This design comes from an exercise in tuning for small area, a short achievable clock period and few clock cycles per item on the open sky130 flow, not from production work. Only the layout flow was run in this run; the RTL was not checked for function there. No activity file was given, so power comes from the tool's default toggle rates.

File: flow/flow/run.sh
#!/bin/bash
# The standard layout (the standard.sh: standard synthesis, floorplan,
# placement, CTS, routing), with the port buffers that placement inserts on
# every input and output made plain sky130 buffers instead of the default
# delay-buffer cell. Each tool's output is kept in its own log here.
set -euo pipefail
export BUFFER_PORTS_ARGS="-buffer_cell sky130_fd_sc_hd__buf_1"
bash standard.sh > standard_make.log 2>&1
File: flow/standard.sh
#!/bin/bash
# synth_recipe.tcl (not shown) runs the flow's synth.tcl, then flattens the netlist and writes it again
# the make line also repeats each setting of config.mk as NAME=value (left out here)
make -C /OpenROAD-flow-scripts/flow DESIGN_CONFIG=/design/flow/config.mk WORK_HOME=/design/flow/orfs CLKGATE_MAP_FILE= SYNTH_SCRIPT=/design/flow/synth_recipe.tcl "${@:-finish}"
File: flow/config.mk
export PLATFORM = sky130hd
export DESIGN_NAME = ad5934_freq_encoder
export DESIGN_NICKNAME = ad5934_freq_encoder
export VERILOG_FILES = /design/flow/design.v
export SDC_FILE = /design/flow/constraint.sdc
export NUM_CORES = 4
export LEC_CHECK = 0
export CAP_MARGIN = 20
export CORE_MARGIN = 2
export CORE_UTILIZATION = 40
export CTS_BUF_LIST = sky130_fd_sc_hd__clkbuf_4 sky130_fd_sc_hd__clkbuf_8
export PLACE_DENSITY = 0.6
export SETUP_SLACK_MARGIN = 1.8
export SLEW_MARGIN = 20
File: flow/constraint.sdc
create_clock -name core_clock -period 5.0 [get_ports {clk}]
set_input_delay 1.0000 -clock core_clock [delete_from_list [all_inputs] [get_ports {clk}]]
set_output_delay 1.0000 -clock core_clock [all_outputs]
set_load 0.01 [all_outputs]
File: flow/design.v
module ad5934_freq_encoder (
    input  wire        clk,
    input  wire        rst,         
    input  wire        in_valid,
    output wire        in_ready,
    input  wire [31:0] in_freq,
    input  wire [31:0] in_fclk,
    output reg         out_valid,
    output wire [23:0] out_code,
    output wire        out_err
);
    reg         busy;        
    reg  [4:0]  cnt;         
    reg         err;         
    reg  [32:0] rem;         
    reg  [23:0] qs;          
    assign in_ready = busy && (err || cnt == 5'd24);
    assign out_code = err ? 24'd0 : qs;
    assign out_err  = err;
    wire [32:0] a    = busy ? {rem[31:0], qs[23]}
                            : {1'b0, in_freq[24:0], in_fclk[31:25]};
    wire        sub  = ~busy | ~rem[32];
    wire [32:0] b    = {33{sub}} ^ {1'b0, in_fclk};
    wire [32:0] p0   = a ^ b;
    wire [31:0] g0   = (a[31:0] & b[31:0]) | {31'd0, p0[0] & sub};
    wire [31:0] c;
    wire pg_g0 = g0[1] | (p0[1] & g0[0]);
    wire pg_g1 = g0[3] | (p0[3] & g0[2]);
    wire pg_p1 = p0[3] & p0[2];
    wire pg_g2 = g0[5] | (p0[5] & g0[4]);
    wire pg_p2 = p0[5] & p0[4];
    wire pg_g3 = g0[7] | (p0[7] & g0[6]);
    wire pg_p3 = p0[7] & p0[6];
    wire pg_g4 = g0[9] | (p0[9] & g0[8]);
    wire pg_p4 = p0[9] & p0[8];
    wire pg_g5 = g0[11] | (p0[11] & g0[10]);
    wire pg_p5 = p0[11] & p0[10];
    wire pg_g6 = g0[13] | (p0[13] & g0[12]);
    wire pg_p6 = p0[13] & p0[12];
    wire pg_g7 = g0[15] | (p0[15] & g0[14]);
    wire pg_p7 = p0[15] & p0[14];
    wire pg_g8 = g0[17] | (p0[17] & g0[16]);
    wire pg_p8 = p0[17] & p0[16];
    wire pg_g9 = g0[19] | (p0[19] & g0[18]);
    wire pg_p9 = p0[19] & p0[18];
    wire pg_g10 = g0[21] | (p0[21] & g0[20]);
    wire pg_p10 = p0[21] & p0[20];
    wire pg_g11 = g0[23] | (p0[23] & g0[22]);
    wire pg_p11 = p0[23] & p0[22];
    wire pg_g12 = g0[25] | (p0[25] & g0[24]);
    wire pg_p12 = p0[25] & p0[24];
    wire pg_g13 = g0[27] | (p0[27] & g0[26]);
    wire pg_p13 = p0[27] & p0[26];
    wire pg_g14 = g0[29] | (p0[29] & g0[28]);
    wire pg_p14 = p0[29] & p0[28];
    wire pg_g15 = g0[31] | (p0[31] & g0[30]);
    wire pg_p15 = p0[31] & p0[30];
    wire pg_g16 = pg_g1 | (pg_p1 & pg_g0);
    wire pg_g17 = pg_g3 | (pg_p3 & pg_g2);
    wire pg_p17 = pg_p3 & pg_p2;
    wire pg_g18 = pg_g5 | (pg_p5 & pg_g4);
    wire pg_p18 = pg_p5 & pg_p4;
    wire pg_g19 = pg_g7 | (pg_p7 & pg_g6);
    wire pg_p19 = pg_p7 & pg_p6;
    wire pg_g20 = pg_g9 | (pg_p9 & pg_g8);
    wire pg_p20 = pg_p9 & pg_p8;
    wire pg_g21 = pg_g11 | (pg_p11 & pg_g10);
    wire pg_p21 = pg_p11 & pg_p10;
    wire pg_g22 = pg_g13 | (pg_p13 & pg_g12);
    wire pg_p22 = pg_p13 & pg_p12;
    wire pg_g23 = pg_g15 | (pg_p15 & pg_g14);
    wire pg_p23 = pg_p15 & pg_p14;
    wire pg_g24 = pg_g17 | (pg_p17 & pg_g16);
    wire pg_g25 = pg_g19 | (pg_p19 & pg_g18);
    wire pg_p25 = pg_p19 & pg_p18;
    wire pg_g26 = pg_g21 | (pg_p21 & pg_g20);
    wire pg_p26 = pg_p21 & pg_p20;
    wire pg_g27 = pg_g23 | (pg_p23 & pg_g22);
    wire pg_p27 = pg_p23 & pg_p22;
    wire pg_g28 = pg_g25 | (pg_p25 & pg_g24);
    wire pg_g29 = pg_g27 | (pg_p27 & pg_g26);
    wire pg_p29 = pg_p27 & pg_p26;
    wire pg_g30 = pg_g29 | (pg_p29 & pg_g28);
    wire pg_g31 = pg_g26 | (pg_p26 & pg_g28);
    wire pg_g32 = pg_g18 | (pg_p18 & pg_g24);
    wire pg_g33 = pg_g20 | (pg_p20 & pg_g28);
    wire pg_g34 = pg_g22 | (pg_p22 & pg_g31);
    wire pg_g35 = pg_g2 | (pg_p2 & pg_g16);
    wire pg_g36 = pg_g4 | (pg_p4 & pg_g24);
    wire pg_g37 = pg_g6 | (pg_p6 & pg_g32);
    wire pg_g38 = pg_g8 | (pg_p8 & pg_g28);
    wire pg_g39 = pg_g10 | (pg_p10 & pg_g33);
    wire pg_g40 = pg_g12 | (pg_p12 & pg_g31);
    wire pg_g41 = pg_g14 | (pg_p14 & pg_g34);
    wire pg_g42 = g0[2] | (p0[2] & pg_g0);
    wire pg_g43 = g0[4] | (p0[4] & pg_g16);
    wire pg_g44 = g0[6] | (p0[6] & pg_g35);
    wire pg_g45 = g0[8] | (p0[8] & pg_g24);
    wire pg_g46 = g0[10] | (p0[10] & pg_g36);
    wire pg_g47 = g0[12] | (p0[12] & pg_g32);
    wire pg_g48 = g0[14] | (p0[14] & pg_g37);
    wire pg_g49 = g0[16] | (p0[16] & pg_g28);
    wire pg_g50 = g0[18] | (p0[18] & pg_g38);
    wire pg_g51 = g0[20] | (p0[20] & pg_g33);
    wire pg_g52 = g0[22] | (p0[22] & pg_g39);
    wire pg_g53 = g0[24] | (p0[24] & pg_g31);
    wire pg_g54 = g0[26] | (p0[26] & pg_g40);
    wire pg_g55 = g0[28] | (p0[28] & pg_g34);
    wire pg_g56 = g0[30] | (p0[30] & pg_g41);
    assign c[0] = g0[0];
    assign c[1] = pg_g0;
    assign c[2] = pg_g42;
    assign c[3] = pg_g16;
    assign c[4] = pg_g43;
    assign c[5] = pg_g35;
    assign c[6] = pg_g44;
    assign c[7] = pg_g24;
    assign c[8] = pg_g45;
    assign c[9] = pg_g36;
    assign c[10] = pg_g46;
    assign c[11] = pg_g32;
    assign c[12] = pg_g47;
    assign c[13] = pg_g37;
    assign c[14] = pg_g48;
    assign c[15] = pg_g28;
    assign c[16] = pg_g49;
    assign c[17] = pg_g38;
    assign c[18] = pg_g50;
    assign c[19] = pg_g33;
    assign c[20] = pg_g51;
    assign c[21] = pg_g39;
    assign c[22] = pg_g52;
    assign c[23] = pg_g31;
    assign c[24] = pg_g53;
    assign c[25] = pg_g40;
    assign c[26] = pg_g54;
    assign c[27] = pg_g34;
    assign c[28] = pg_g55;
    assign c[29] = pg_g41;
    assign c[30] = pg_g56;
    assign c[31] = pg_g30;
    wire [32:0] sum  = p0 ^ {c, sub};
    wire        qbit = ~sum[32];
    always @(posedge clk) begin
        rem <= sum;
        if (!busy) begin
            qs  <= in_fclk[24:1];
            err <= (|in_freq[31:25]) | qbit;
            cnt <= 5'd1;
        end else begin
            qs  <= {qs[22:0], qbit};
            cnt <= cnt + 5'd1;
        end
        if (rst) begin
            busy      <= 1'b0;
            out_valid <= 1'b0;
        end else begin
            out_valid <= in_ready && in_valid;
            if (!busy)
                busy <= in_valid;
            else if (in_ready && in_valid)
                busy <= 1'b0;
        end
    end
endmodule
==> results.txt <==
==> sequential cells by signal, indices dropped and copies added (netlist names) <==
name,cells
out_valid,1
cnt,5
qs,24
busy,1
err,1
rem,33
==> cell usage in the layout, fill, tap and decap left out, types with 6 or more instances in the layout <==
cell      instances
a21o_1            8
a21oi_1          13
buf_1            92
clkbuf_8         10
dfxtp_1          62
fa_1              9
fa_2              7
ha_1             30
inv_1            45
mux2_2           48
mux2i_1           6
nand2_1           9
nor2_1            8
nor2b_1          25
o21ai_0           7
xnor2_1          15
xor2_1           36
==> logic make-up (layout without fill, tap and decap cells) <==
group                    count (synthesis)  count (layout)
buffers and inverters                   57             161
AND/OR/NAND/NOR                         64              64
adder cells (fa/ha/maj)                 48              48
AO/OA/AOI/OAI                           55              55
multiplexers                            55              55
XOR/XNOR                                51              51
flip-flops                              65              65
==> routing by layer <==
metal	vias to the layer above	track usage	share of wire
met5	-	0	0
met2	63	0.283	0.48
met1	1392	0.218	0.47
li1	1516	-	-
met4	0	0.0734	0.021
met3	15	0.0363	0.034
==> critical path, delay by kind of cell <==
kind	cells	cell delay, ns
adders and majority gates	2	0.81
AOI/OAI and AO/OA	8	1.43
and+or+nand+nor	1	0.09
buffers and inverters	2	0.14
==> power groups by stage <==
stage                     sequential [mW]  combinational (mW)  clock [mW]
after floorplan                     0.739               0.791           0
after global placement              0.757               0.957           0
after detailed placement            0.758               0.984           0
after CTS                           0.754                1.02       0.414
after global routing                0.775                1.21       0.438
final                               0.758                1.06       0.401
==> layout make-up <==
class / instances / area share
Multi-Input combinational cell: 273 / 0.536
Sequential cell: 65 / 0.266
Timing Repair Buffer: 100 / 0.0959
Inverter: 45 / 0.0341
Tap cell: 133 / 0.0336
Clock buffer: 12 / 0.0308
Clock inverter: 4 / 0.00404
==> repair_timing <==
action                                  CTS  global route
pin swaps                                 2            18
gates cloned                              2             0
setup buffers                             0             4
resized for setup                         9            20
endpoints found under the setup margin   22            17
hold endpoints to repair                  0             0
==> worst max-delay path by stage <==
stage,from,end,slack (ns)
5_1_grt,in_fclk[0],rem[30]$_DFF_P_,1.66
6_report,in_fclk[0],rem[30]$_DFF_P_,1.77
3_3_place_gp,in_fclk[0],rem[30]$_DFF_P_,1.37
4_1_cts,in_fclk[28],rem[31]$_DFF_P_,1.79
2_1_floorplan,in_fclk[26],rem[19]$_DFF_P_,1.69
3_5_place_dp,in_fclk[0],rem[31]$_DFF_P_,1.31
==> synthesized netlist by cell type, types with 8 or more instances <==
| cell | n |
|---|---|
| o21ai_0 | 9 |
| inv_1 | 45 |
| mux2_2 | 49 |
| nand2_1 | 10 |
| xnor2_1 | 15 |
| a21o_1 | 8 |
| xor2_1 | 36 |
| nor2b_1 | 25 |
| ha_1 | 32 |
| a21oi_1 | 17 |
| dfxtp_1 | 64 |
| nor2_1 | 10 |
| clkbuf_1 | 9 |
| fa_1 | 16 |
==> per-stage QoR <==
step                      instances  total power [mW]
final                           632              2.21
after global routing            632              2.42
after CTS                       628              2.19
after detailed placement        610              1.74
after global placement          610              1.71
after floorplan                 395              1.53
==> results by group <==
STA
  • Max Clock Skew: 0.00899 ns
  • Final Hold Viols: 0
  • Fin crit period: 3.23 ns
  • Max transition margin: 0.333
  • Hold slack: 0.434 ns
  • Tcrit/Tclk final: 0.645
  • RSZ-0062 raised after global routing: true
  • Setup TNS: 0 ns
  • Fin. max-slew vios: 0
  • Top achievable clock speed: 310 MHz
  • Pin slew with the least headroom to its limit: 1.00 ns
  • Final setup margin: 1.77 ns
  • # setup viols final: 0

Synthesis
  • Synth warn: 1
  • Ys async rst share: 0
  • Post-synthesis cell area: 4040 sq um
  • Compound-cell area share of the yosys netlist: 0.0945
  • Adder-Cell Fraction of Synth Area: 0.178
  • Share of the synthesized area in the top cell type: 0.317
  • Cells after synthesis: 395
  • Synthesis-stage register bit count: 65
  • Synth Area in XOR/XNOR: 0.111
  • Unique cell type count in the Yosys netlist: 42
  • Ys flop type: dfxtp_1
  • Register area share after synthesis: 0.325
  • Largest family of logic cells by synthesized area: adder cells
  • EDFF count, synth: 1
  • Syn Nets: 510
  • Synth Area in Simple Gates: 0.0867
  • Synth area leaders: dfxtp_1 (32%), mux2_2 (14%), ha_1 (9.9%)
  • Biggest area consumer among synthesized cells: dfxtp_1
  • Post-synthesis mux area share: 0.151
  • Synth Area per Inst: 10.2 sq um

Die
  • Core Area: 9770 sq um
  • Die H: between 100 and 150 um
  • Initial Util: 0.413
  • # rows: 36
  • IO Count: 94
  • Die width: approximately 100 um
  • Die Area: 10900 sq um

Min path
  • Worst Hold Launch: cnt[0]$_SDFF_PN1_
  • Hold Path Class: reg2reg
  • Cells on Worst Hold Path: 1
  • Hold Crit Endpoint: cnt[0]$_SDFF_PN1_

Clock tree
  • Post-CTS Hold Fix Bufs: 0
  • CTS Sinks: 65
  • CTS root buffer: clkbuf_8
  • CTS tree: yes
  • Worst-path clk slew: 0.07 ns
  • Worst skew pair latency: 0.35 ns
  • H-tree depth: 3
  • TritonCTS Buffers: 9
  • Longest Clk Path Bufs: 2

Placement
  • Final RePlAce weighted congestion: 0.838
  • DP Wirelength: 6520 um
  • PortBufs: 93
  • Placed Instance Area: 4570 sq um
  • Pre-CTS setup slack: 1.31 ns

Finish
  • N_diodes: 0
  • Design Area, Final: 4960 sq um
  • Nets: 609
  • Share of layout cells above drive strength 1: 0.204
  • Util after Layout: 0.507
  • Area of the multi-input gates: 2660 sq um
  • Area Overhead vs Synth: 22.7%
  • Register Area: between 1000 and 1500 sq um
  • Final-layout fill cell count: approximately 950

GRT
  • Total gr overflow: 0
  • Initial antenna violation count: 0
  • First-pass GRT wire length: roughly 15000 um
  • Total Routing Usage GR: 0.172
  • Pin count of the biggest net entering global routing: 32
  • Vias in the first global route: 3142

Critical path
  • Max incr delay on CP: 0.53 ns
  • Startpoint Class: primary input
  • FF-to-FF path depth: 11
  • Worst Path Max Fanout: 4
  • R2R Path Start: busy$_SDFF_PP0_
  • Crit path capture type: register
  • R2r endpoint: rem[30]$_DFF_P_
  • Worst-path cell chain: buf_8 > nor2_4 > a21oi_2 > a22oi_2 > fa_2 > a211oi_2 > o21ai_2 > o2111ai_4 > a21oi_4 > a21oi_4 > o31a_1 > fa_2 > inv_1
  • Worst EP required: 5.25 ns
  • CP max stage cell: fa_2
  • R2r setup slk: 1.83 ns
  • Worst setup path category: in2reg
  • CP arrival: 3.47 ns

Detailed routing
  • Total Wirelength: 8910 um
  • DR vias: between 2000 and 3000
  • DR iter-0 viols: 53
  • Drt pass-1 iters: 4
  • Routed vias/inst: 4.72
  • WL/cell: between 10 and 15 um
  • Routed Antenna Nets: 0
  • Drt drc: 0

Pwr
  • Maximum VDD drop: 0.000127 V
  • Part of the power in combinational logic: 0.476
  • Int Pwr: around 1.4 mW
  • Seq pwr share: 0.342
  • Clock Power Share: 0.181
  • Pleak: 2.04 nW
  • Sw Ratio: 0.367
  • Pwr dens: 447 nW/um^2
  • P_sw: between 800 and 900 uW

Status
  • Status: finished clean

Flow run
  • Maximum capacitance violations: 0

[port drivers added, routing unchanged]
No port has a modelled driver above. Below, the same layout with a new extraction and two added sets of constraints. Step 1 sets driving cells, clkbuf_16 on the clock port and buf_2 on the other inputs (assumed; they add their load-dependent delay and slew). Step 2 also shifts input and output timing later by t, the mid clock arrival at the registers, as if the neighbouring blocks saw the same clock. Slacks: no drivers / after step 1 / after step 2; pairs: no drivers / after step 1.
t (ns): 0.373
slack for setup (ns): 1.775 / 1.767 / 1.393
clock arrival spread, ns: 0.009 / 0.009
cell pins on the clock port's net: 1
After both steps setup and hold are still met in this run. The setup slack of this run moves by -0.008 ns with the drivers and by -0.382 ns with both steps.
